Context: an optimization exercise on an open-source flow, tuned for small area. The choices shown serve that exercise and are no tape-out recipe.
Only simulation tests tie the RTL to the original design; equivalence was not proved.
No driver is modelled on the clock port, so clocking that relies on it looks cheaper here than on a real chip.
Power and IR drop assume default switching activity.

### design/flow/flow/run.sh
#!/bin/bash
# Standard ORFS layout (standard.sh) with these changes:
#  - the port buffers are the smallest buffer cell (buf_1);
#  - clock tree synthesis adds no dummy loads and uses clkbuf_8;
#  - the constant outputs share the tie cell that synthesis made
#    (SKIP_REPAIR_TIE_FANOUT), instead of one tie cell per output.
# make's output goes to standard_cts.log and standard.log, the sizing step's
# to clock_sizing.log; each ORFS tool's own log is in orfs/logs.
set -euo pipefail
export BUFFER_PORTS_ARGS="-buffer_cell sky130_fd_sc_hd__buf_1"
export SKIP_REPAIR_TIE_FANOUT=1
export CTS_ARGS="-sink_clustering_enable -repair_clock_nets -dont_use_dummy_load -buf_list sky130_fd_sc_hd__clkbuf_8"
bash standard.sh cts > standard_cts.log 2>&1
R=orfs/results/$FLOW_PLATFORM/es51986_decoder/base
IN_ODB=$R/4_cts.odb IN_SDC=$R/4_cts.sdc OUT_ODB=$R/4_cts_sized.odb SLEW_LIMIT=0.115 \
    openroad -no_init -exit flow/clock_sizing.tcl > clock_sizing.log 2>&1
cp $R/4_cts_sized.odb $R/4_cts.odb
bash standard.sh finish > standard.log 2>&1
### design/flow/flow/clock_sizing.tcl
# Clock buffer sizing after CTS: each clock buffer is tried at
# sky130_fd_sc_hd__clkbuf_4, then sky130_fd_sc_hd__clkbuf_2, and keeps the
# smaller cell only if the largest flip-flop clock-pin slew, estimated from
# the placement, stays under SLEW_LIMIT (ns). Every buffer keeps its place.
set platform $::env(FLOW_HOME)/platforms/$::env(FLOW_PLATFORM)
foreach lib [glob $platform/lib/*.lib] {
  if {![string match "*dummy*" $lib]} { read_liberty $lib }
}
read_db $::env(IN_ODB)
read_sdc $::env(IN_SDC)
source $platform/setRC.tcl
set_propagated_clock [all_clocks]
set limit $::env(SLEW_LIMIT)
proc maxslew {} {
  estimate_parasitics -placement
  set mx 0
  foreach p [get_pins -hierarchical */CLK] {
    foreach prop {slew_max_rise slew_max_fall} {
      set s [get_property $p $prop]
      if {$s > $mx} { set mx $s }
    }
  }
  return $mx
}
puts "start: largest clock-pin slew [maxslew]"
foreach target {sky130_fd_sc_hd__clkbuf_4 sky130_fd_sc_hd__clkbuf_2} {
  set tz [string range $target [expr [string last _ $target] + 1] end]
  foreach inst [get_cells *] {
    set m [get_property $inst ref_name]
    if {![string match "sky130_fd_sc_hd__clkbuf_*" $m]} { continue }
    set sz [string range $m [expr [string last _ $m] + 1] end]
    if {$tz >= $sz} { continue }
    replace_cell $inst $target
    set s [maxslew]
    if {$s > $limit} {
      replace_cell $inst $m
    } else {
      puts "[get_full_name $inst]: $m -> $target (largest clock-pin slew $s)"
    }
  }
}
puts "end: largest clock-pin slew [maxslew]"
write_db $::env(OUT_ODB)
### design/flow/standard.sh
#!/bin/bash
# synth_recipe.tcl (not shown) runs the flow's synth.tcl, then flattens the netlist and writes it again
# the make line also repeats each setting of config.mk as NAME=value (left out here)
make -C /OpenROAD-flow-scripts/flow DESIGN_CONFIG=/design/flow/config.mk WORK_HOME=/design/flow/orfs CLKGATE_MAP_FILE= SYNTH_SCRIPT=/design/flow/synth_recipe.tcl "${@:-finish}"
### design/flow/config.mk
export PLATFORM = sky130hd
export DESIGN_NAME = es51986_decoder
export DESIGN_NICKNAME = es51986_decoder
export VERILOG_FILES = /design/flow/design.v
export SDC_FILE = /design/flow/constraint.sdc
export NUM_CORES = 4
export LEC_CHECK = 0
export CAP_MARGIN = 20
export CORE_MARGIN = 2
export CORE_UTILIZATION = 60
export PLACE_DENSITY = 0.75
export SLEW_MARGIN = 20
export SYNTH_HIERARCHICAL = 1
export SYNTH_MINIMUM_KEEP_SIZE = 0
### design/flow/constraint.sdc
create_clock -name core_clock -period 8.5 [get_ports {clk}]
set_input_delay 1.7000 -clock core_clock [delete_from_list [all_inputs] [get_ports {clk}]]
set_output_delay 1.7000 -clock core_clock [all_outputs]
set_load 0.01 [all_outputs]
### design/flow/design.v
module g_a211o_1 (input wire A1, input wire A2, input wire B1, input wire C1, output wire X);
    assign X = (A1&A2) | (B1) | (C1);
endmodule
module g_a221o_1 (input wire A1, input wire A2, input wire B1, input wire B2, input wire C1, output wire X);
    assign X = (B1&B2) | (A1&A2) | (C1);
endmodule
module g_a22o_1 (input wire A1, input wire A2, input wire B1, input wire B2, output wire X);
    assign X = (B1&B2) | (A1&A2);
endmodule
module g_a31o_1 (input wire A1, input wire A2, input wire A3, input wire B1, output wire X);
    assign X = (A1&A2&A3) | (B1);
endmodule
module g_a31oi_1 (input wire A1, input wire A2, input wire A3, input wire B1, output wire Y);
    assign Y = (!A1&!B1) | (!A2&!B1) | (!A3&!B1);
endmodule
module g_a32oi_1 (input wire A1, input wire A2, input wire A3, input wire B1, input wire B2, output wire Y);
    assign Y = (!A1&!B1) | (!A1&!B2) | (!A2&!B1) | (!A3&!B1) | (!A2&!B2) | (!A3&!B2);
endmodule
module g_and2_1 (input wire A, input wire B, output wire X);
    assign X = (A&B);
endmodule
module g_and3_1 (input wire A, input wire B, input wire C, output wire X);
    assign X = (A&B&C);
endmodule
module g_buf_1 (input wire A, output wire X);
    assign X = (A);
endmodule
module g_inv_1 (input wire A, output wire Y);
    assign Y = (!A);
endmodule
module g_nand2_1 (input wire A, input wire B, output wire Y);
    assign Y = (!A) | (!B);
endmodule
module g_nand2b_1 (input wire A_N, input wire B, output wire Y);
    assign Y = (A_N) | (!B);
endmodule
module g_nand3_1 (input wire A, input wire B, input wire C, output wire Y);
    assign Y = (!A) | (!B) | (!C);
endmodule
module g_nand3b_1 (input wire A_N, input wire B, input wire C, output wire Y);
    assign Y = (A_N) | (!B) | (!C);
endmodule
module g_nand4_1 (input wire A, input wire B, input wire C, input wire D, output wire Y);
    assign Y = (!A) | (!B) | (!C) | (!D);
endmodule
module g_nor2_1 (input wire A, input wire B, output wire Y);
    assign Y = (!A&!B);
endmodule
module g_o21a_1 (input wire A1, input wire A2, input wire B1, output wire X);
    assign X = (A1&B1) | (A2&B1);
endmodule
module g_o21ai_1 (input wire A1, input wire A2, input wire B1, output wire Y);
    assign Y = (!A1&!A2) | (!B1);
endmodule
module g_o22ai_1 (input wire A1, input wire A2, input wire B1, input wire B2, output wire Y);
    assign Y = (!B1&!B2) | (!A1&!A2);
endmodule
module g_o311a_1 (input wire A1, input wire A2, input wire A3, input wire B1, input wire C1, output wire X);
    assign X = (A1&B1&C1) | (A2&B1&C1) | (A3&B1&C1);
endmodule
module g_o311ai_1 (input wire A1, input wire A2, input wire A3, input wire B1, input wire C1, output wire Y);
    assign Y = (!A1&!A2&!A3) | (!B1) | (!C1);
endmodule
module g_or4_1 (input wire A, input wire B, input wire C, input wire D, output wire X);
    assign X = (A) | (B) | (C) | (D);
endmodule
module es_frame_decode (
    input  wire ov,
    input  wire [3:0] olen,
    input  wire [71:0] frame,
    output wire is_err,
    output wire [29:0] payload
);
    wire n2, n3, n4, n5, n6, n7, n8, n9, n10, n11, n12, n13, n14, n15, n16, n17, n18, n19, n20, n21, n22, n23, n24, n25, n26, n27, n28, n29, n30, n31, n32, n33, n34, n35, n36, n37, n38, n39, n40, n41, n42, n43, n44, n45, n46, n47, n48, n49, n50, n51, n52, n53, n54, n55, n56, n57, n58, n59, n60, n61, n62, n63, n64, n65, n66, n67, n68, n69, n70, n71, n72, n73, n74, n75, n76, n77, n78, n79, n80, n81, n82, n83, n84, n85, n86, n87, n88, n89, n90, n91, n92, n93, n94, n95, n96, n97, n98, n99, n100, n101, n102, n103, n104, n105, n106, n107, n108, n109, n110, n111, n112, n113, n114, n115, n116, n117, n118, n119, n120, n121, n122, n123, n124, n125, n126, n127, n128, n129, n130, n131, n132, n133, n134, n135, n136, n137, n138, n139, n140, n141, n142, n143, n144, n145, n146, n147, n148, n149, n150, n151, n152, n153, n154, n155, n156, n157, n158, n159, n160, n161, n162, n163, n164, n165, n166, n167, n168, n169, n170, n171, n172, n173, n174, n175, n176, n177, n178, n179, n180, n181, n182, n183, n184, n185, n186, n187, n188, n189, n190, n191, n192, n193, n194, n195, n196, n197, n198, n199, n200, n201, n202, n203, n204, n205, n206, n207, n208, n209, n210, n211, n212, n213, n214, n215, n216, n217;
    assign n2 = ov;
    assign n3 = olen[0];
    assign n4 = olen[1];
    assign n5 = olen[2];
    assign n6 = olen[3];
    assign n7 = frame[0];
    assign n8 = frame[1];
    assign n9 = frame[2];
    assign n10 = frame[3];
    assign n11 = frame[4];
    assign n12 = frame[5];
    assign n13 = frame[6];
    assign n14 = frame[7];
    assign n15 = frame[8];
    assign n16 = frame[9];
    assign n17 = frame[10];
    assign n18 = frame[11];
    assign n19 = frame[12];
    assign n20 = frame[13];
    assign n21 = frame[14];
    assign n22 = frame[15];
    assign n23 = frame[16];
    assign n24 = frame[17];
    assign n25 = frame[18];
    assign n26 = frame[19];
    assign n27 = frame[20];
    assign n28 = frame[21];
    assign n29 = frame[22];
    assign n30 = frame[23];
    assign n31 = frame[24];
    assign n32 = frame[25];
    assign n33 = frame[26];
    assign n34 = frame[27];
    assign n35 = frame[28];
    assign n36 = frame[29];
    assign n37 = frame[30];
    assign n38 = frame[31];
    assign n39 = frame[32];
    assign n40 = frame[33];
    assign n41 = frame[34];
    assign n42 = frame[35];
    assign n43 = frame[36];
    assign n44 = frame[37];
    assign n45 = frame[38];
    assign n46 = frame[39];
    assign n47 = frame[40];
    assign n48 = frame[41];
    assign n49 = frame[42];
    assign n50 = frame[43];
    assign n51 = frame[44];
    assign n52 = frame[45];
    assign n53 = frame[46];
    assign n54 = frame[47];
    assign n55 = frame[48];
    assign n56 = frame[49];
    assign n57 = frame[50];
    assign n58 = frame[51];
    assign n59 = frame[52];
    assign n60 = frame[53];
    assign n61 = frame[54];
    assign n62 = frame[55];
    assign n63 = frame[56];
    assign n64 = frame[57];
    assign n65 = frame[58];
    assign n66 = frame[59];
    assign n67 = frame[60];
    assign n68 = frame[61];
    assign n69 = frame[62];
    assign n70 = frame[63];
    assign n71 = frame[64];
    assign n72 = frame[65];
    assign n73 = frame[66];
    assign n74 = frame[67];
    assign n75 = frame[68];
    assign n76 = frame[69];
    assign n77 = frame[70];
    assign n78 = frame[71];
    assign is_err = n79;
    assign payload[0] = n80;
    assign payload[1] = n81;
    assign payload[2] = n82;
    assign payload[3] = n83;
    assign payload[4] = n84;
    assign payload[5] = n85;
    assign payload[6] = n86;
    assign payload[7] = n87;
    assign payload[8] = n88;
    assign payload[9] = n89;
    assign payload[10] = n90;
    assign payload[11] = n91;
    assign payload[12] = n92;
    assign payload[13] = n93;
    assign payload[14] = n94;
    assign payload[15] = n95;
    assign payload[16] = n96;
    assign payload[17] = n97;
    assign payload[18] = n98;
    assign payload[19] = n99;
    assign payload[20] = n100;
    assign payload[21] = n101;
    assign payload[22] = n102;
    assign payload[23] = n103;
    assign payload[24] = n104;
    assign payload[25] = n105;
    assign payload[26] = n106;
    assign payload[27] = n107;
    assign payload[28] = n108;
    assign payload[29] = n109;
    g_and2_1 u0 (.A(n6), .B(n2), .X(n110));
    g_nor2_1 u1 (.A(n5), .B(n4), .Y(n111));
    g_nand3_1 u2 (.A(n110), .B(n3), .C(n111), .Y(n112));
    g_o21ai_1 u3 (.A1(n33), .A2(n32), .B1(n34), .Y(n113));
    g_nor2_1 u4 (.A(n38), .B(n37), .Y(n114));
    g_nand4_1 u5 (.A(n113), .B(n35), .C(n36), .D(n114), .Y(n115));
    g_o21ai_1 u6 (.A1(n24), .A2(n25), .B1(n26), .Y(n116));
    g_nor2_1 u7 (.A(n30), .B(n29), .Y(n117));
    g_nand4_1 u8 (.A(n116), .B(n27), .C(n28), .D(n117), .Y(n118));
    g_o21ai_1 u9 (.A1(n16), .A2(n17), .B1(n18), .Y(n119));
    g_nor2_1 u10 (.A(n22), .B(n21), .Y(n120));
    g_nand4_1 u11 (.A(n119), .B(n19), .C(n20), .D(n120), .Y(n121));
    g_inv_1 u12 (.A(n12), .Y(n122));
    g_nor2_1 u13 (.A(n14), .B(n122), .Y(n123));
    g_nand3_1 u14 (.A(n7), .B(n8), .C(n9), .Y(n124));
    g_nor2_1 u15 (.A(n10), .B(n13), .Y(n125));
    g_nand4_1 u16 (.A(n123), .B(n11), .C(n124), .D(n125), .Y(n126));
    g_nor2_1 u17 (.A(n112), .B(n126), .Y(n127));
    g_inv_1 u18 (.A(n127), .Y(n128));
    g_nor2_1 u19 (.A(n121), .B(n128), .Y(n129));
    g_inv_1 u20 (.A(n129), .Y(n130));
    g_nor2_1 u21 (.A(n118), .B(n130), .Y(n131));
    g_inv_1 u22 (.A(n131), .Y(n132));
    g_nor2_1 u23 (.A(n115), .B(n132), .Y(n133));
    g_nor2_1 u24 (.A(n112), .B(n133), .Y(n134));
    g_o21ai_1 u25 (.A1(n40), .A2(n41), .B1(n42), .Y(n135));
    g_nor2_1 u26 (.A(n46), .B(n45), .Y(n136));
    g_nand4_1 u27 (.A(n135), .B(n43), .C(n44), .D(n136), .Y(n137));
    g_nand2_1 u28 (.A(n133), .B(n137), .Y(n138));
    g_inv_1 u29 (.A(n138), .Y(n139));
    g_nor2_1 u30 (.A(n134), .B(n139), .Y(n140));
    g_inv_1 u31 (.A(n112), .Y(n141));
    g_inv_1 u32 (.A(n47), .Y(n142));
    g_nor2_1 u33 (.A(n50), .B(n142), .Y(n143));
    g_nor2_1 u34 (.A(n54), .B(n53), .Y(n144));
    g_nand3_1 u35 (.A(n144), .B(n51), .C(n52), .Y(n145));
    g_a31oi_1 u36 (.A1(n143), .A2(n48), .A3(n49), .B1(n145), .Y(n146));
    g_nand3_1 u37 (.A(n140), .B(n141), .C(n146), .Y(n147));
    g_inv_1 u38 (.A(n147), .Y(n148));
    g_and2_1 u39 (.A(n148), .B(n73), .X(n108));
    g_and2_1 u40 (.A(n148), .B(n74), .X(n107));
    g_and2_1 u41 (.A(n148), .B(n55), .X(n106));
    g_and2_1 u42 (.A(n148), .B(n56), .X(n105));
    g_and2_1 u43 (.A(n148), .B(n57), .X(n104));
    g_and2_1 u44 (.A(n148), .B(n58), .X(n103));
    g_inv_1 u45 (.A(n50), .Y(n149));
    g_nand2b_1 u46 (.A_N(n48), .B(n149), .Y(n150));
    g_o21ai_1 u47 (.A1(n49), .A2(n150), .B1(n142), .Y(n151));
    g_nor2_1 u48 (.A(n151), .B(n147), .Y(n102));
    g_nor2_1 u49 (.A(n48), .B(n47), .Y(n152));
    g_nor2_1 u50 (.A(n152), .B(n143), .Y(n153));
    g_nand2_1 u51 (.A(n48), .B(n47), .Y(n154));
    g_nand3_1 u52 (.A(n153), .B(n49), .C(n154), .Y(n155));
    g_a31oi_1 u53 (.A1(n155), .A2(n50), .A3(n154), .B1(n143), .Y(n156));
    g_nor2_1 u54 (.A(n156), .B(n147), .Y(n101));
    g_o21ai_1 u55 (.A1(n49), .A2(n142), .B1(n48), .Y(n157));
    g_o21a_1 u56 (.A1(n149), .A2(n157), .B1(n150), .X(n158));
    g_nor2_1 u57 (.A(n158), .B(n147), .Y(n100));
    g_o21a_1 u58 (.A1(n49), .A2(n153), .B1(n155), .X(n159));
    g_nor2_1 u59 (.A(n159), .B(n147), .Y(n99));
    g_inv_1 u60 (.A(n18), .Y(n160));
    g_nor2_1 u61 (.A(n160), .B(n147), .Y(n98));
    g_and2_1 u62 (.A(n148), .B(n17), .X(n97));
    g_and2_1 u63 (.A(n148), .B(n16), .X(n96));
    g_and2_1 u64 (.A(n148), .B(n15), .X(n95));
    g_and2_1 u65 (.A(n148), .B(n26), .X(n94));
    g_and2_1 u66 (.A(n148), .B(n25), .X(n93));
    g_and2_1 u67 (.A(n148), .B(n24), .X(n92));
    g_and2_1 u68 (.A(n148), .B(n23), .X(n91));
    g_and2_1 u69 (.A(n148), .B(n34), .X(n90));
    g_nand2_1 u70 (.A(n140), .B(n141), .Y(n161));
    g_nor2_1 u71 (.A(n146), .B(n161), .Y(n162));
    g_nand2_1 u72 (.A(n129), .B(n29), .Y(n163));
    g_nand2_1 u73 (.A(n141), .B(n13), .Y(n164));
    g_nand2_1 u74 (.A(n127), .B(n21), .Y(n165));
    g_nand3_1 u75 (.A(n163), .B(n164), .C(n165), .Y(n166));
    g_a221o_1 u76 (.A1(n37), .A2(n131), .B1(n133), .B2(n45), .C1(n166), .X(n167));
    g_a221o_1 u77 (.A1(n148), .A2(n32), .B1(n162), .B2(n53), .C1(n167), .X(n88));
    g_nand2_1 u78 (.A(n139), .B(n44), .Y(n168));
    g_nand2_1 u79 (.A(n141), .B(n126), .Y(n169));
    g_nand2_1 u80 (.A(n127), .B(n121), .Y(n170));
    g_inv_1 u81 (.A(n170), .Y(n171));
    g_nand2_1 u82 (.A(n171), .B(n20), .Y(n172));
    g_o21ai_1 u83 (.A1(n122), .A2(n169), .B1(n172), .Y(n173));
    g_a31oi_1 u84 (.A1(n28), .A2(n118), .A3(n129), .B1(n173), .Y(n174));
    g_and2_1 u85 (.A(n131), .B(n115), .X(n175));
    g_nand2_1 u86 (.A(n175), .B(n36), .Y(n176));
    g_nand3_1 u87 (.A(n168), .B(n174), .C(n176), .Y(n177));
    g_a221o_1 u88 (.A1(n148), .A2(n31), .B1(n162), .B2(n52), .C1(n177), .X(n87));
    g_nand2_1 u89 (.A(n139), .B(n43), .Y(n178));
    g_nand2_1 u90 (.A(n175), .B(n35), .Y(n179));
    g_inv_1 u91 (.A(n169), .Y(n180));
    g_nand2_1 u92 (.A(n180), .B(n11), .Y(n181));
    g_a32oi_1 u93 (.A1(n129), .A2(n27), .A3(n118), .B1(n19), .B2(n171), .Y(n182));
    g_nand4_1 u94 (.A(n178), .B(n179), .C(n181), .D(n182), .Y(n183));
    g_a221o_1 u95 (.A1(n148), .A2(n42), .B1(n162), .B2(n51), .C1(n183), .X(n86));
    g_nand2_1 u96 (.A(n139), .B(n42), .Y(n184));
    g_nand2_1 u97 (.A(n175), .B(n34), .Y(n185));
    g_o21ai_1 u98 (.A1(n10), .A2(n112), .B1(n110), .Y(n186));
    g_o21ai_1 u99 (.A1(n160), .A2(n170), .B1(n186), .Y(n187));
    g_a31oi_1 u100 (.A1(n26), .A2(n118), .A3(n129), .B1(n187), .Y(n188));
    g_nand3_1 u101 (.A(n184), .B(n185), .C(n188), .Y(n189));
    g_a221o_1 u102 (.A1(n148), .A2(n41), .B1(n162), .B2(n50), .C1(n189), .X(n85));
    g_nand2_1 u103 (.A(n175), .B(n33), .Y(n190));
    g_nand2_1 u104 (.A(n171), .B(n17), .Y(n191));
    g_nand2_1 u105 (.A(n2), .B(n5), .Y(n192));
    g_nand3_1 u106 (.A(n129), .B(n25), .C(n118), .Y(n193));
    g_nand4_1 u107 (.A(n190), .B(n191), .C(n192), .D(n193), .Y(n194));
    g_a221o_1 u108 (.A1(n9), .A2(n180), .B1(n139), .B2(n41), .C1(n194), .X(n195));
    g_a221o_1 u109 (.A1(n148), .A2(n40), .B1(n162), .B2(n49), .C1(n195), .X(n84));
    g_nand2_1 u110 (.A(n175), .B(n32), .Y(n196));
    g_nand2_1 u111 (.A(n171), .B(n16), .Y(n197));
    g_nand2_1 u112 (.A(n2), .B(n4), .Y(n198));
    g_nand3_1 u113 (.A(n129), .B(n24), .C(n118), .Y(n199));
    g_nand4_1 u114 (.A(n196), .B(n197), .C(n198), .D(n199), .Y(n200));
    g_a221o_1 u115 (.A1(n8), .A2(n180), .B1(n139), .B2(n40), .C1(n200), .X(n201));
    g_a221o_1 u116 (.A1(n148), .A2(n39), .B1(n162), .B2(n48), .C1(n201), .X(n83));
    g_nand2_1 u117 (.A(n139), .B(n39), .Y(n202));
    g_and3_1 u118 (.A(n112), .B(n2), .C(n3), .X(n203));
    g_a221o_1 u119 (.A1(n7), .A2(n180), .B1(n171), .B2(n15), .C1(n203), .X(n204));
    g_a31oi_1 u120 (.A1(n23), .A2(n118), .A3(n129), .B1(n204), .Y(n205));
    g_nand2_1 u121 (.A(n175), .B(n31), .Y(n206));
    g_nand3_1 u122 (.A(n202), .B(n205), .C(n206), .Y(n207));
    g_a221o_1 u123 (.A1(n148), .A2(n9), .B1(n162), .B2(n47), .C1(n207), .X(n82));
    g_nor2_1 u124 (.A(n8), .B(n147), .Y(n208));
    g_nor2_1 u125 (.A(n128), .B(n208), .Y(n81));
    g_nand2_1 u126 (.A(n148), .B(n7), .Y(n209));
    g_nand2_1 u127 (.A(n209), .B(n140), .Y(n80));
    g_and2_1 u128 (.A(n147), .B(n2), .X(n79));
    g_and2_1 u129 (.A(n148), .B(n72), .X(n109));
    g_nand2_1 u130 (.A(n148), .B(n33), .Y(n210));
    g_nand2_1 u131 (.A(n131), .B(n38), .Y(n211));
    g_nand2_1 u132 (.A(n129), .B(n30), .Y(n212));
    g_nand2_1 u133 (.A(n180), .B(n14), .Y(n213));
    g_nand3_1 u134 (.A(n211), .B(n212), .C(n213), .Y(n214));
    g_a22o_1 u135 (.A1(n22), .A2(n127), .B1(n133), .B2(n46), .X(n215));
    g_nor2_1 u136 (.A(n214), .B(n215), .Y(n216));
    g_nand3_1 u137 (.A(n140), .B(n54), .C(n141), .Y(n217));
    g_nand3_1 u138 (.A(n210), .B(n216), .C(n217), .Y(n89));
endmodule
module es_framer_next (
    input  wire rst,
    input  wire in_valid,
    input  wire [7:0] in_byte,
    input  wire after_cr,
    input  wire ov,
    input  wire [3:0] olen,
    output wire n_after_cr,
    output wire n_ov,
    output wire [3:0] n_olen,
    output wire append
);
    wire n2, n3, n4, n5, n6, n7, n8, n9, n10, n11, n12, n13, n14, n15, n16, n17, n18, n19, n20, n21, n22, n23, n24, n25, n26, n27, n28, n29, n30, n31, n32, n33, n34, n35, n36, n37, n38, n39, n40, n41, n42, n43, n44, n45, n46, n47, n48, n49, n50, n51, n52;
    assign n2 = rst;
    assign n3 = in_valid;
    assign n4 = in_byte[0];
    assign n5 = in_byte[1];
    assign n6 = in_byte[2];
    assign n7 = in_byte[3];
    assign n8 = in_byte[4];
    assign n9 = in_byte[5];
    assign n10 = in_byte[6];
    assign n11 = in_byte[7];
    assign n12 = after_cr;
    assign n13 = ov;
    assign n14 = olen[0];
    assign n15 = olen[1];
    assign n16 = olen[2];
    assign n17 = olen[3];
    assign n_after_cr = n18;
    assign n_ov = n19;
    assign n_olen[0] = n20;
    assign n_olen[1] = n21;
    assign n_olen[2] = n22;
    assign n_olen[3] = n23;
    assign append = n24;
    g_inv_1 u0 (.A(n16), .Y(n25));
    g_inv_1 u1 (.A(n15), .Y(n26));
    g_inv_1 u2 (.A(n4), .Y(n27));
    g_inv_1 u3 (.A(n6), .Y(n28));
    g_nand3_1 u4 (.A(n27), .B(n28), .C(n5), .Y(n29));
    g_nor2_1 u5 (.A(n9), .B(n8), .Y(n30));
    g_nor2_1 u6 (.A(n11), .B(n10), .Y(n31));
    g_nand3_1 u7 (.A(n30), .B(n31), .C(n7), .Y(n32));
    g_nor2_1 u8 (.A(n29), .B(n32), .Y(n33));
    g_or4_1 u9 (.A(n5), .B(n27), .C(n28), .D(n32), .X(n34));
    g_nand2_1 u10 (.A(n34), .B(n3), .Y(n35));
    g_nor2_1 u11 (.A(n33), .B(n35), .Y(n24));
    g_inv_1 u12 (.A(n13), .Y(n36));
    g_o21ai_1 u13 (.A1(n15), .A2(n36), .B1(n17), .Y(n37));
    g_nand2_1 u14 (.A(n36), .B(n14), .Y(n38));
    g_o21ai_1 u15 (.A1(n36), .A2(n37), .B1(n38), .Y(n39));
    g_nand2_1 u16 (.A(n24), .B(n39), .Y(n40));
    g_nor2_1 u17 (.A(n26), .B(n40), .Y(n41));
    g_inv_1 u18 (.A(n41), .Y(n42));
    g_o21ai_1 u19 (.A1(n25), .A2(n42), .B1(n37), .Y(n43));
    g_nor2_1 u20 (.A(n13), .B(n25), .Y(n44));
    g_inv_1 u21 (.A(n2), .Y(n45));
    g_o21ai_1 u22 (.A1(n44), .A2(n41), .B1(n45), .Y(n46));
    g_a31oi_1 u23 (.A1(n43), .A2(n24), .A3(n39), .B1(n46), .Y(n22));
    g_nor2_1 u24 (.A(n39), .B(n24), .Y(n47));
    g_nand2_1 u25 (.A(n40), .B(n45), .Y(n48));
    g_nor2_1 u26 (.A(n47), .B(n48), .Y(n20));
    g_o21ai_1 u27 (.A1(n13), .A2(n26), .B1(n40), .Y(n49));
    g_o311a_1 u28 (.A1(n26), .A2(n17), .A3(n40), .B1(n45), .C1(n49), .X(n21));
    g_o21ai_1 u29 (.A1(n3), .A2(n12), .B1(n35), .Y(n50));
    g_nor2_1 u30 (.A(n2), .B(n50), .Y(n18));
    g_and2_1 u31 (.A(n43), .B(n45), .X(n23));
    g_nand3b_1 u32 (.A_N(n33), .B(n17), .C(n39), .Y(n51));
    g_o311ai_1 u33 (.A1(n12), .A2(n32), .A3(n29), .B1(n51), .C1(n34), .Y(n52));
    g_and3_1 u34 (.A(n52), .B(n3), .C(n45), .X(n19));
endmodule
module es_resolver (
    input  wire [2:0] range_i,
    input  wire [3:0] func_i,
    input  wire [15:0] digits,
    output wire valid,
    output wire [1:0] place,
    output wire [2:0] prefix,
    output wire [2:0] base,
    output wire [2:0] len,
    output wire [39:0] text
);
    wire n2, n3, n4, n5, n6, n7, n8, n9, n10, n11, n12, n13, n14, n15, n16, n17, n18, n19, n20, n21, n22, n23, n24, n25, n26, n27, n28, n29, n30, n31, n32, n33, n34, n35, n36, n37, n38, n39, n40, n41, n42, n43, n44, n45, n46, n47, n48, n49, n50, n51, n52, n53, n54, n55, n56, n57, n58, n59, n60, n61, n62, n63, n64, n65, n66, n67, n68, n69, n70, n71, n72, n73, n74, n75, n76, n77, n78, n79, n80, n81, n82, n83, n84, n85, n86, n87, n88, n89, n90, n91, n92, n93, n94, n95, n96, n97, n98, n99, n100, n101, n102, n103, n104, n105, n106, n107, n108, n109, n110, n111, n112, n113, n114, n115, n116, n117, n118, n119, n120, n121, n122, n123, n124, n125, n126, n127, n128, n129, n130, n131, n132, n133, n134, n135, n136, n137, n138, n139, n140, n141, n142, n143, n144, n145, n146, n147, n148, n149, n150, n151, n152, n153, n154, n155, n156, n157, n158, n159, n160, n161, n162, n163, n164, n165, n166, n167, n168, n169, n170, n171, n172, n173, n174, n175, n176, n177, n178, n179;
    assign n2 = range_i[0];
    assign n3 = range_i[1];
    assign n4 = range_i[2];
    assign n5 = func_i[0];
    assign n6 = func_i[1];
    assign n7 = func_i[2];
    assign n8 = func_i[3];
    assign n9 = digits[0];
    assign n10 = digits[1];
    assign n11 = digits[2];
    assign n12 = digits[3];
    assign n13 = digits[4];
    assign n14 = digits[5];
    assign n15 = digits[6];
    assign n16 = digits[7];
    assign n17 = digits[8];
    assign n18 = digits[9];
    assign n19 = digits[10];
    assign n20 = digits[11];
    assign n21 = digits[12];
    assign n22 = digits[13];
    assign n23 = digits[14];
    assign n24 = digits[15];
    assign valid = n25;
    assign place[0] = n26;
    assign place[1] = n27;
    assign prefix[0] = n28;
    assign prefix[1] = n29;
    assign prefix[2] = n30;
    assign base[0] = n31;
    assign base[1] = n32;
    assign base[2] = n33;
    assign len[0] = n34;
    assign len[1] = n35;
    assign len[2] = n36;
    assign text[0] = n37;
    assign text[1] = n38;
    assign text[2] = n39;
    assign text[3] = n40;
    assign text[4] = n25;
    assign text[5] = n25;
    assign text[6] = 1'b0;
    assign text[7] = 1'b0;
    assign text[8] = n41;
    assign text[9] = n42;
    assign text[10] = n43;
    assign text[11] = n44;
    assign text[12] = n45;
    assign text[13] = n46;
    assign text[14] = 1'b0;
    assign text[15] = 1'b0;
    assign text[16] = n47;
    assign text[17] = n48;
    assign text[18] = n49;
    assign text[19] = n50;
    assign text[20] = n51;
    assign text[21] = n52;
    assign text[22] = 1'b0;
    assign text[23] = 1'b0;
    assign text[24] = n53;
    assign text[25] = n54;
    assign text[26] = n55;
    assign text[27] = n56;
    assign text[28] = n57;
    assign text[29] = n58;
    assign text[30] = 1'b0;
    assign text[31] = 1'b0;
    assign text[32] = n59;
    assign text[33] = n60;
    assign text[34] = n61;
    assign text[35] = n62;
    assign text[36] = n63;
    assign text[37] = n63;
    assign text[38] = 1'b0;
    assign text[39] = 1'b0;
    g_nor2_1 u0 (.A(n7), .B(n6), .Y(n64));
    g_and3_1 u1 (.A(n64), .B(n8), .C(n5), .X(n33));
    g_nor2_1 u2 (.A(n8), .B(n6), .Y(n65));
    g_nand3_1 u3 (.A(n65), .B(n7), .C(n5), .Y(n66));
    g_inv_1 u4 (.A(n4), .Y(n67));
    g_nor2_1 u5 (.A(n2), .B(n67), .Y(n68));
    g_inv_1 u6 (.A(n2), .Y(n69));
    g_nor2_1 u7 (.A(n4), .B(n69), .Y(n70));
    g_nor2_1 u8 (.A(n68), .B(n70), .Y(n71));
    g_inv_1 u9 (.A(n3), .Y(n72));
    g_nand2_1 u10 (.A(n72), .B(n69), .Y(n73));
    g_inv_1 u11 (.A(n8), .Y(n74));
    g_inv_1 u12 (.A(n5), .Y(n75));
    g_nand2_1 u13 (.A(n64), .B(n75), .Y(n76));
    g_a31oi_1 u14 (.A1(n73), .A2(n74), .A3(n4), .B1(n76), .Y(n31));
    g_nor2_1 u15 (.A(n2), .B(n72), .Y(n77));
    g_nand2_1 u16 (.A(n77), .B(n4), .Y(n78));
    g_nor2_1 u17 (.A(n4), .B(n3), .Y(n79));
    g_nor2_1 u18 (.A(n79), .B(n70), .Y(n80));
    g_nand3_1 u19 (.A(n31), .B(n78), .C(n80), .Y(n81));
    g_o21ai_1 u20 (.A1(n66), .A2(n71), .B1(n81), .Y(n82));
    g_nor2_1 u21 (.A(n8), .B(n7), .Y(n83));
    g_o21ai_1 u22 (.A1(n74), .A2(n76), .B1(n66), .Y(n32));
    g_a31o_1 u23 (.A1(n6), .A2(n79), .A3(n83), .B1(n32), .X(n84));
    g_nand2_1 u24 (.A(n72), .B(n75), .Y(n85));
    g_nand2_1 u25 (.A(n3), .B(n5), .Y(n86));
    g_nand2_1 u26 (.A(n85), .B(n86), .Y(n87));
    g_nand2_1 u27 (.A(n87), .B(n2), .Y(n88));
    g_o21ai_1 u28 (.A1(n75), .A2(n73), .B1(n88), .Y(n89));
    g_nand2_1 u29 (.A(n84), .B(n89), .Y(n90));
    g_nand2_1 u30 (.A(n65), .B(n79), .Y(n91));
    g_inv_1 u31 (.A(n91), .Y(n92));
    g_o22ai_1 u32 (.A1(n3), .A2(n71), .B1(n92), .B2(n33), .Y(n93));
    g_nand2_1 u33 (.A(n90), .B(n93), .Y(n94));
    g_nor2_1 u34 (.A(n82), .B(n94), .Y(n95));
    g_inv_1 u35 (.A(n95), .Y(n26));
    g_inv_1 u36 (.A(n71), .Y(n96));
    g_o21ai_1 u37 (.A1(n96), .A2(n89), .B1(n33), .Y(n97));
    g_o21a_1 u38 (.A1(n5), .A2(n91), .B1(n97), .X(n98));
    g_nand2_1 u39 (.A(n96), .B(n87), .Y(n99));
    g_nand3_1 u40 (.A(n84), .B(n93), .C(n99), .Y(n100));
    g_nand2_1 u41 (.A(n98), .B(n100), .Y(n27));
    g_nor2_1 u42 (.A(n27), .B(n26), .Y(n101));
    g_nand3_1 u43 (.A(n64), .B(n67), .C(n86), .Y(n102));
    g_nand2_1 u44 (.A(n101), .B(n102), .Y(n25));
    g_inv_1 u45 (.A(n13), .Y(n103));
    g_or4_1 u46 (.A(n22), .B(n21), .C(n24), .D(n23), .X(n104));
    g_nor2_1 u47 (.A(n104), .B(n27), .Y(n105));
    g_inv_1 u48 (.A(n105), .Y(n106));
    g_o21ai_1 u49 (.A1(n104), .A2(n26), .B1(n27), .Y(n107));
    g_nand3_1 u50 (.A(n25), .B(n106), .C(n107), .Y(n108));
    g_or4_1 u51 (.A(n17), .B(n18), .C(n20), .D(n19), .X(n109));
    g_nor2_1 u52 (.A(n109), .B(n106), .Y(n110));
    g_inv_1 u53 (.A(n25), .Y(n111));
    g_nor2_1 u54 (.A(n110), .B(n111), .Y(n112));
    g_inv_1 u55 (.A(n112), .Y(n113));
    g_nor2_1 u56 (.A(n106), .B(n113), .Y(n114));
    g_inv_1 u57 (.A(n114), .Y(n115));
    g_nor2_1 u58 (.A(n26), .B(n115), .Y(n116));
    g_inv_1 u59 (.A(n116), .Y(n117));
    g_nand2_1 u60 (.A(n110), .B(n26), .Y(n118));
    g_nand2_1 u61 (.A(n117), .B(n118), .Y(n119));
    g_a32oi_1 u62 (.A1(n17), .A2(n26), .A3(n27), .B1(n119), .B2(n9), .Y(n120));
    g_o21ai_1 u63 (.A1(n103), .A2(n108), .B1(n120), .Y(n47));
    g_inv_1 u64 (.A(n9), .Y(n121));
    g_nor2_1 u65 (.A(n113), .B(n116), .Y(n58));
    g_inv_1 u66 (.A(n27), .Y(n122));
    g_nor2_1 u67 (.A(n95), .B(n122), .Y(n123));
    g_nor2_1 u68 (.A(n104), .B(n123), .Y(n124));
    g_nor2_1 u69 (.A(n101), .B(n124), .Y(n63));
    g_inv_1 u70 (.A(n63), .Y(n125));
    g_nand2_1 u71 (.A(n58), .B(n125), .Y(n126));
    g_o22ai_1 u72 (.A1(n103), .A2(n107), .B1(n121), .B2(n126), .Y(n53));
    g_inv_1 u73 (.A(n11), .Y(n127));
    g_nor2_1 u74 (.A(n127), .B(n125), .Y(n61));
    g_inv_1 u75 (.A(n10), .Y(n128));
    g_nor2_1 u76 (.A(n128), .B(n125), .Y(n60));
    g_nor2_1 u77 (.A(n121), .B(n125), .Y(n59));
    g_nor2_1 u78 (.A(n123), .B(n119), .Y(n129));
    g_nand2_1 u79 (.A(n129), .B(n108), .Y(n51));
    g_nor2_1 u80 (.A(n112), .B(n51), .Y(n130));
    g_inv_1 u81 (.A(n15), .Y(n131));
    g_nor2_1 u82 (.A(n14), .B(n16), .Y(n132));
    g_a31oi_1 u83 (.A1(n103), .A2(n131), .A3(n132), .B1(n102), .Y(n133));
    g_nand2_1 u84 (.A(n130), .B(n133), .Y(n134));
    g_nand3_1 u85 (.A(n134), .B(n117), .C(n118), .Y(n35));
    g_and3_1 u86 (.A(n134), .B(n25), .C(n126), .X(n34));
    g_nand2_1 u87 (.A(n34), .B(n130), .Y(n135));
    g_a22o_1 u88 (.A1(n110), .A2(n15), .B1(n19), .B2(n124), .X(n136));
    g_o21ai_1 u89 (.A1(n23), .A2(n136), .B1(n25), .Y(n137));
    g_o21ai_1 u90 (.A1(n127), .A2(n135), .B1(n137), .Y(n39));
    g_a22o_1 u91 (.A1(n110), .A2(n14), .B1(n18), .B2(n124), .X(n138));
    g_o21ai_1 u92 (.A1(n22), .A2(n138), .B1(n25), .Y(n139));
    g_o21ai_1 u93 (.A1(n128), .A2(n135), .B1(n139), .Y(n38));
    g_a22o_1 u94 (.A1(n110), .A2(n13), .B1(n17), .B2(n124), .X(n140));
    g_o21ai_1 u95 (.A1(n21), .A2(n140), .B1(n25), .Y(n141));
    g_o21ai_1 u96 (.A1(n121), .A2(n135), .B1(n141), .Y(n37));
    g_inv_1 u97 (.A(n123), .Y(n142));
    g_nand3_1 u98 (.A(n25), .B(n142), .C(n104), .Y(n143));
    g_inv_1 u99 (.A(n143), .Y(n144));
    g_a32oi_1 u100 (.A1(n112), .A2(n13), .A3(n105), .B1(n17), .B2(n144), .Y(n145));
    g_o21ai_1 u101 (.A1(n121), .A2(n134), .B1(n145), .Y(n41));
    g_o21ai_1 u102 (.A1(n15), .A2(n122), .B1(n63), .Y(n146));
    g_o21ai_1 u103 (.A1(n127), .A2(n126), .B1(n146), .Y(n55));
    g_o21ai_1 u104 (.A1(n14), .A2(n122), .B1(n63), .Y(n147));
    g_o21ai_1 u105 (.A1(n128), .A2(n126), .B1(n147), .Y(n54));
    g_nand3_1 u106 (.A(n129), .B(n112), .C(n108), .Y(n148));
    g_nand2_1 u107 (.A(n119), .B(n11), .Y(n149));
    g_inv_1 u108 (.A(n108), .Y(n150));
    g_nand2_1 u109 (.A(n150), .B(n15), .Y(n151));
    g_nand2_1 u110 (.A(n123), .B(n19), .Y(n152));
    g_nand4_1 u111 (.A(n148), .B(n149), .C(n151), .D(n152), .Y(n49));
    g_nand2_1 u112 (.A(n119), .B(n10), .Y(n153));
    g_nand2_1 u113 (.A(n123), .B(n18), .Y(n154));
    g_nand2_1 u114 (.A(n150), .B(n14), .Y(n155));
    g_nand4_1 u115 (.A(n148), .B(n153), .C(n154), .D(n155), .Y(n48));
    g_nand3_1 u116 (.A(n130), .B(n11), .C(n133), .Y(n156));
    g_nor2_1 u117 (.A(n144), .B(n114), .Y(n157));
    g_nand2_1 u118 (.A(n51), .B(n157), .Y(n158));
    g_nand2_1 u119 (.A(n144), .B(n19), .Y(n159));
    g_nand2_1 u120 (.A(n114), .B(n15), .Y(n160));
    g_nand4_1 u121 (.A(n156), .B(n158), .C(n159), .D(n160), .Y(n43));
    g_a22o_1 u122 (.A1(n18), .A2(n144), .B1(n114), .B2(n14), .X(n161));
    g_inv_1 u123 (.A(n158), .Y(n162));
    g_nor2_1 u124 (.A(n161), .B(n162), .Y(n163));
    g_o21ai_1 u125 (.A1(n128), .A2(n134), .B1(n163), .Y(n42));
    g_inv_1 u126 (.A(n12), .Y(n164));
    g_a22o_1 u127 (.A1(n110), .A2(n16), .B1(n20), .B2(n124), .X(n165));
    g_o21ai_1 u128 (.A1(n24), .A2(n165), .B1(n25), .Y(n166));
    g_o21ai_1 u129 (.A1(n164), .A2(n135), .B1(n166), .Y(n40));
    g_a22o_1 u130 (.A1(n20), .A2(n144), .B1(n114), .B2(n16), .X(n167));
    g_nor2_1 u131 (.A(n167), .B(n162), .Y(n168));
    g_o21ai_1 u132 (.A1(n164), .A2(n134), .B1(n168), .Y(n44));
    g_nand2_1 u133 (.A(n119), .B(n12), .Y(n169));
    g_nand2_1 u134 (.A(n150), .B(n16), .Y(n170));
    g_nand2_1 u135 (.A(n123), .B(n20), .Y(n171));
    g_nand4_1 u136 (.A(n148), .B(n169), .C(n170), .D(n171), .Y(n50));
    g_o21ai_1 u137 (.A1(n16), .A2(n122), .B1(n63), .Y(n172));
    g_o21ai_1 u138 (.A1(n164), .A2(n126), .B1(n172), .Y(n56));
    g_nor2_1 u139 (.A(n164), .B(n125), .Y(n62));
    g_nand2_1 u140 (.A(n134), .B(n157), .Y(n45));
    g_nand3_1 u141 (.A(n134), .B(n101), .C(n157), .Y(n46));
    g_inv_1 u142 (.A(n130), .Y(n52));
    g_nand2_1 u143 (.A(n126), .B(n122), .Y(n57));
    g_buf_1 u144 (.A(n58), .X(n36));
    g_nand3_1 u145 (.A(n78), .B(n5), .C(n64), .Y(n173));
    g_nor2_1 u146 (.A(n173), .B(n111), .Y(n30));
    g_nand2_1 u147 (.A(n142), .B(n79), .Y(n174));
    g_nand2_1 u148 (.A(n174), .B(n32), .Y(n175));
    g_and3_1 u149 (.A(n175), .B(n25), .C(n173), .X(n29));
    g_o21ai_1 u150 (.A1(n79), .A2(n77), .B1(n8), .Y(n176));
    g_o21ai_1 u151 (.A1(n6), .A2(n68), .B1(n75), .Y(n177));
    g_nor2_1 u152 (.A(n5), .B(n176), .Y(n178));
    g_a211o_1 u153 (.A1(n176), .A2(n177), .B1(n178), .C1(n111), .X(n179));
    g_o21ai_1 u154 (.A1(n4), .A2(n175), .B1(n179), .Y(n28));
endmodule
module es51986_decoder (
    input  wire        clk,
    input  wire        rst,           
    input  wire        in_valid,
    input  wire [7:0]  in_byte,
    output wire        out_valid,
    output wire        out_is_err,
    output wire [29:0] out_payload,
    input  wire [2:0]  q_range,
    input  wire [3:0]  q_func,
    input  wire [15:0] q_digits,      
    output wire        res_valid,
    output wire [1:0]  res_place,
    output wire [2:0]  res_prefix,
    output wire [2:0]  res_base,
    output wire [2:0]  res_len,
    output wire [39:0] res_text
);
    reg        after_cr;     
    reg        ov;           
    reg [3:0]  olen;         
    reg [71:0] sr;           
    wire       n_after_cr, n_ov, append;
    wire [3:0] n_olen;
    es_framer_next u_next (
        .rst(rst), .in_valid(in_valid), .in_byte(in_byte),
        .after_cr(after_cr), .ov(ov), .olen(olen),
        .n_after_cr(n_after_cr), .n_ov(n_ov), .n_olen(n_olen), .append(append)
    );
    always @(posedge clk) begin
        after_cr <= n_after_cr;
        ov       <= n_ov;
        olen     <= n_olen;
    end
    always @(posedge clk) begin
        if (append)
            sr <= {sr[63:0], in_byte};
    end
    es_frame_decode u_dec (
        .ov(ov), .olen(olen),
        .frame({sr[7:0], sr[15:8], sr[23:16], sr[31:24], sr[39:32],
                sr[47:40], sr[55:48], sr[63:56], sr[71:64]}),
        .is_err(out_is_err), .payload(out_payload)
    );
    assign out_valid = ov;
    reg [2:0]  qr;
    reg [3:0]  qf;
    reg [15:0] qd;
    always @(posedge clk) begin
        qr <= q_range;
        qf <= q_func;
        qd <= q_digits;
    end
    es_resolver u_res (
        .range_i(qr), .func_i(qf), .digits(qd),
        .valid(res_valid), .place(res_place), .prefix(res_prefix), .base(res_base),
        .len(res_len), .text(res_text)
    );
endmodule
==> run notes <==
==> logic make-up after synthesis <==
group                  share of synthesized area
AOI/OAI and AO/OA                          0.105
DFF                                        0.549
other                                   0.000751
and+or+nand+nor                            0.182
buffers and inverters                      0.163
==> flip-flops by register name (all words and copies together), names as in the netlist <==
name / count
ov: 1
sr: 72
qr: 3
qd: 16
olen: 4
after_cr: 1
qf: 4
==> cell usage after synthesis <==
master	n
a211o_1	1
o311a_1	1
dfxtp_1	29
nand2b_1	1
inv_1	45
conb_1	1
nand3b_1	1
buf_4	86
and3_1	5
o311ai_1	1
nand4_1	12
o21a_1	3
a221o_1	11
a32oi_1	3
and2_1	19
a22o_1	7
or4_1	3
nand3_1	27
nand2_1	69
a31oi_1	8
a31o_1	1
o21ai_1	41
o22ai_1	2
nor2_1	67
edfxtp_1	72
==> layer usage <==
metal / global-route usage / wire (um)
met1: 0.324 / 4410
met5: 0 / 0
met4: 0.100 / 221
met2: 0.350 / 4960
met3: 0.0593 / 1130
==> per-module statistics from Yosys (local to each module, per instance), a selection <==
| module | cell area [um^2] | copies in the design |
|---|---|---|
| es51986_decoder | 2740 | 1 |
| es_framer_next | 30.0 | 1 |
| es_resolver | 387 | 1 |
| g_a221o_1 | 10.0 | 11 |
| g_buf_1 | 7.51 | 1 |
| g_nand2_1 | 3.75 | 69 |
| g_nand2b_1 | 6.26 | 1 |
| g_nand4_1 | 6.26 | 12 |
| g_or4_1 | 7.51 | 3 |
==> stage by stage <==
step,cells,total power [uW],hold slack [ns],utilization,instance area (um^2)
2_1_floorplan,516,712,0.400,-,4990
3_3_place_gp,643,714,0.400,0.602,4890
3_5_place_dp,643,718,0.405,0.602,4890
4_1_cts,652,945,0.421,0.617,5020
5_1_grt,652,954,0.403,0.614,4990
6_report,652,913,0.409,0.614,4990
==> worst max-delay path by stage <==
stage	end	slack, ns
final	res_text[1]	1.81
after global placement	res_text[0]	2.52
after CTS	res_text[1]	2.04
after floorplan	olen[2]	2.03
after detailed placement	res_text[1]	2.45
after global routing	res_text[0]	1.28
==> area by class of cell <==
| type | instances | area [um^2] | area share |
|---|---|---|---|
| flip-flops and latches | 101 | 2740 | 0.550 |
| well taps | 105 | 131 | 0.0263 |
| inverters | 45 | 169 | 0.0338 |
| clock buffers | 9 | 96.3 | 0.0193 |
| repair buffers | 108 | 409 | 0.0820 |
| multi-input cells | 284 | 1440 | 0.289 |
==> power breakdown <==
| part | switching [uW] | internal [uW] | leakage [uW] |
|---|---|---|---|
| logic | 86.4 | 38.4 | 0.000915 |
| registers | 23.7 | 560 | 0.000947 |
| clock network | 133 | 71.1 | 0.0000539 |
| total | 243 | 670 | 0.00192 |
==> metrics.md <==
| Metric | Value |
|---|---|
| Crit-path leading delay family | simple AND/OR/NAND/NOR gates |
| PwrDens | roughly 180 nW/um^2 |
| Setup ws final | 1.81 ns |
| Max-Cap Viols | 0 |
| Vias in the first global route | between 3000 and 4000 |
| Num CTS Buffers | 9 |
| Crit-path max FO | 12 |
| Via count | about 3800 |
| Hold path depth | 0 |
| Post-DP HPWL | 7940 um |
| HP Class | reg -> reg |
| Cts repair resizes | 0 |
| Ant. Diodes | 0 |
| CP bufs+invs | 6 |
| Drt pass-1 iters | 6 |
| Clock Latency Late Sink | approximately 0.50 ns |
| Yosys top cell area share | 0.433 |
| Sequential share of the synthesized area | 0.549 |
| RSZ-0062 raised after global routing | false |
| Place WS | roughly 2.5 ns |
| Leak Pwr | approximately 0.0019 uW |
| Initial antenna violation count | 0 |
| Area contributors post-synth | edfxtp_1 (43%), buf_4 (13%), dfxtp_1 (12%), nand2_1 (5.2%), nor2_1 (5.0%) |
| Most common cell after layout, fill and taps aside | buf_1 |
| Average via count per standard cell | between 5 and 6 |
| Worst-path clk slew | ~0.11 ns |
| Final slew viol count | 0 |
| Worst path slowest cell | nand2_1 |
| Peak VDD IR | 131 uV |
| Final setup violating endpoints | 0 |
| TritonCTS clock tree | built |
| Top cell type by total area after synthesis | edfxtp_1 |
| CP Depth | 26 |
| Core area | 8130 um^2 |
| Routed WL | about 11000 um |
| Endpoint class of the critical path | output pin |
| Nets | between 500 and 600 |
| Commonest non-fill, non-tap cells in the layout | buf_1 (107), edfxtp_1 (72), nand2_1 (69) |
| Worst-Margin Slew | just over 0.8 ns |
| RD Place Congestion | between 0.9 and 1 |
| Maximum clock rate | about 0.15 GHz |
| FF-to-FF path depth | 8 |
| Cts hold-fix bufs | 0 |
| Layout cell share with drive strength beyond 1 | 0.0201 |
| CTS max path bufs | 2 |
| Syn_nets | 550 |
| Post-route ant nets | 0 |
| Setup TNS | 0 ns |
| First-pass GRT wire length | about 16000 um |
| Outcome | finished clean |
| CP required | 6.80 ns |
| H-tree depth | 3 |
| Number of fill cells | roughly 740 |
| RR Endpoint | olen[2] |
| Post-route DRC | 0 |
| Mapped Area | between 4000 and 5000 um^2 |
| Die X | about 95 um |
| Port buffer count | 107 |
| Die Span Y | roughly 95 um |
| Initial core utilization | 0.614 |
| Post-synthesis sequential element count | 101 |
| Worst Hold Endpoint | sr[12] |
| Hold path startpoint | sr[4] |
| DIE AREA | just over 9000 um^2 |
| Period minus WS final | ~6.7 ns |
| Drt wl/cell | about 16 um |
| Worst R2R Setup Slack | roughly 6.7 ns |
| Post-Synthesis Cells | just over 500 |
| Largest net degree at the start of global routing | between 60 and 70 |
| Crit path kind | reg -> out |
| Overflow after GRT | 0 |
| Setup repair bufs after CTS | 0 |
| Area growth, synth to finish | -0.0250% |
| Final Hold Viols | 0 |
| Setup crit start kind | flop |
| Slew HR | 0.460 |
| Final period util | 0.787 |
| Ys Warns | 7 |
| CP startpoint | qf[1] |
| Reg2reg start | ov |
| Ports | 118 |
| CTS Sinks | a little over 100 |
| Tot GR Track Use | 0.234 |
| Synth unique cells | 25 |
| CTS root buf | clkbuf_8 |
| Std cell rows | 33 |
| Max Clock Skew | around 0.033 ns |
| Max stage delay on crit path | 0.36 ns |
| Iter 0 DRT Violations | between 300 and 400 |
| Critical Path AT | between 4 and 5 ns |
| Post-synthesis area per instance | 9.67 um^2 |

==> what the ideal ports hide <==
The flow's constraints put no driver on any port. The routed layout listed below was extracted and timed again, unchanged, in two steps.
Step 1 sets driving cells, clkbuf_16 on the clock port and buf_2 on the other inputs (assumed; they add their load-dependent delay and slew).
Step 2, shift: input delay + t, output delay - t, t = (earliest + latest rising clock arrival at the registers) / 2. This alone moves slack from input paths to output paths.
Slacks: ideal / step 1 / step 2; pairs: ideal / step 1.
shift t [ns]: 0.515
slack for setup (ns): 1.813 / 1.784 / 2.299
worst setup path after step 2: register to output
worst register clock-pin slew, ns: 0.11 / 0.11
After both steps setup and hold are still met in this run. For this run, drivers alone change the setup slack by -0.029 ns; drivers and shift together by +0.486 ns.
